This is an optimization exercise on Yosys and OpenROAD, whose aim is small area and a short achievable clock period, not a production implementation. Function was checked by simulation only, so behaviour that the tests miss may differ from the original. No activity file was given, so power comes from the tool's default toggle rates.

cedar:
==> flow/design.v (excerpt) <==
module usim_dispatch (
    input  wire         clk,
    input  wire         rst_n,
    input  wire         cfg_we,
    input  wire [2:0]   cfg_idx,
    input  wire [16:0]  cfg_base,
    input  wire [16:0]  cfg_size,
    input  wire [3:0]   cfg_count,
    input  wire         build_start,
    output reg  [1:0]   phase,
    output reg  [1:0]   fault_code,
    output reg  [2:0]   fault_i,
    output reg  [2:0]   fault_j,
    input  wire         c_req,
    input  wire         c_we,
    input  wire [15:0]  c_addr,
    input  wire [7:0]   c_wdata,
    output reg          c_ack,
    output reg  [7:0]   c_rdata,
    output reg          m_req,
    output wire         m_we,
    output wire [15:0]  m_addr,
    output wire [7:0]   m_wdata,
    input  wire         m_ack,
    input  wire [7:0]   m_rdata,
    output reg  [7:0]   d_req,
    output wire         d_we,
    output reg  [127:0] d_off,
    output wire [7:0]   d_wdata,
    input  wire [7:0]   d_ack,
    input  wire [63:0]  d_rdata
);
    localparam NB = 8;
    localparam PH_EMPTY    = 2'd0;
    localparam PH_BUILDING = 2'd1;
    localparam PH_RUNNING  = 2'd2;
    localparam PH_DEFECT   = 2'd3;
    localparam F_RANGE   = 2'd1;
    localparam F_OVERLAP = 2'd2;
    localparam F_ZERO    = 2'd3;
  ...
Size in the first run: ~2500 cells after synthesis, roughly 20000 sq um of cells after synthesis.
export LEC_CHECK = 0
export CAP_MARGIN = 20
export CORE_MARGIN = 2
export CORE_UTILIZATION = 60
export CTS_BUF_LIST = sky130_fd_sc_hd__clkbuf_4 sky130_fd_sc_hd__clkbuf_8
export SETUP_SLACK_MARGIN = 4
export SLEW_MARGIN = 20
create_clock -name core_clock -period 12.0 [get_ports {clk}]
standard.sh (not shown) runs the stock make flow with config.mk's settings and CLKGATE_MAP_FILE= SYNTH_SCRIPT=/design/flow/synth_recipe.tcl, a recipe that flattens the netlist after the stock synthesis.
==> flow/flow/run.sh <==
#!/bin/bash
# Layout: the standard flow (standard.sh), with
#  - ABC mapping with flow/abc_map.script (delay-oriented) instead of ORFS's,
#  - ABC left to map the adders itself (no half/full-adder cells),
#  - small fast port buffers (buf_1) instead of clkdlybuf4s50_1.
# Everything else, the registers included, is the standard synthesis and flow.
set -euo pipefail
export MY_ABC_SCRIPT="$PWD/flow/abc_map.script"
bash standard.sh \
    "SYNTH_SCRIPT=$PWD/flow/synth.tcl" \
    "BUFFER_PORTS_ARGS=-buffer_cell sky130_fd_sc_hd__buf_1" \
    ADDER_MAP_FILE= \
    finish > standard_flow.log 2>&1
==> flow/flow/abc_map.script <==
strash
&get -n
&st
&dch
&nf
&st
&syn2
&if -g -K 6
&synch2
&nf
&put
strash
dc2
map {D}
buffer
upsize {D}
dnsize {D}
stime -p
==> flow/flow/synth.tcl <==
# The standard flow's synthesis script (synth_recipe.tcl), with ORFS's ABC script replaced
# by flow/abc_map.script (delay-oriented mapping).
proc synth {args} { yosys synth -nofsm -noshare {*}$args }
proc fix_abc_script {n1 n2 op} { set ::abc_script $::env(MY_ABC_SCRIPT) }
trace add variable ::abc_script write fix_abc_script
source $::env(SCRIPTS_DIR)/synth.tcl
# left out here: clear keep_hierarchy, flatten, clean up, hide names made inside functions, write 1_2_yosys.v
diff inputs: cedar => onyx
Settings: clearing SETUP_SLACK_MARGIN, which used to be 4; swapping 60 for 65 in CORE_UTILIZATION.
Notes after the runs:
onyx vs cedar — clock skew dropped 25 ps.
Fmax on onyx is behind cedar.
cedar ended up with c_addr[3] as its startpoint of the most critical setup path; onyx ended up with c_addr[5].
Measured against each other, cedar and onyx differ in initial antenna violation count, the lower figure coming from cedar.
Area: onyx vs cedar -> onyx smaller
Mean routed wirelength per cell, cedar and onyx: larger value in onyx
### onyx -> ember
Settings: putting SETUP_SLACK_MARGIN at 4.5 where nothing was set; swapping 65 for 50 in CORE_UTILIZATION.
Findings:
ember vs onyx — share of the final layout cell area in sequential cells dropped 4.8 points.
Re final count of negative-setup-slack endpoints: no difference whatsoever between ember and onyx.
Side by side, clock tree skew after final layout turned out higher in ember than in onyx.
On fraction of power consumed by combinational cells, the higher figure sits with ember, not onyx.
--- input diff ember..garnet ---
Settings: changing CORE_UTILIZATION from 50 to 70; changing SETUP_SLACK_MARGIN from 4.5 to 3.5.
Results
Compared with ember, garnet shows a higher number of iterations in the first detailed-routing pass.
Count of clock-buffer cells in the layout is lower on garnet
Compared with ember, garnet shows die span in y lower by about 15%.
Re design area: ember was higher than garnet.
All of ember and garnet finish clean.
Of garnet and ember, it is garnet that has the lower sum of routed wire segments on met1.
Cmp garnet vs ember: global-route met1 utilization higher in garnet

separate check: timing with driven ports:
In the flow no input, the clock included, has a driving cell. The finished layouts below were timed again as built, in two steps.
Step 1 (the two cells are an assumption about what drives the block):
set clk [get_ports {clk}]
set_driving_cell -lib_cell sky130_fd_sc_hd__clkbuf_16 $clk
set_driving_cell -lib_cell sky130_fd_sc_hd__buf_2 [delete_from_list [all_inputs] $clk]
Step 2 adds t to the input delays and takes it off the output delays; t is the mean of the earliest and latest rising clock arrival at the registers after step 1. Input paths then give back, and output paths get back, about the clock's delay inside the block.
Slacks: ideal ports / drivers / drivers and shift; pairs: ideal ports / drivers.
run	t, ns	slack for setup (ns)	worst setup path at the end	clock arrival spread, ns	worst slew at a driven data input, ns
cedar	0.684	3.945 / 3.921 / 3.921	input to output	0.051 / 0.050	0.19
onyx	0.645	2.245 / 2.221 / 2.221	input to output	0.030 / 0.030	0.32
ember	0.682	4.183 / 4.143 / 4.143	input to output	0.054 / 0.054	0.12
garnet	0.656	3.506 / 3.468 / 3.468	input to output	0.040 / 0.040	0.33
After both steps every run listed still meets setup and hold. For ember, which loses most, drivers alone change the setup slack by -0.040 ns; drivers and shift together by -0.040 ns.
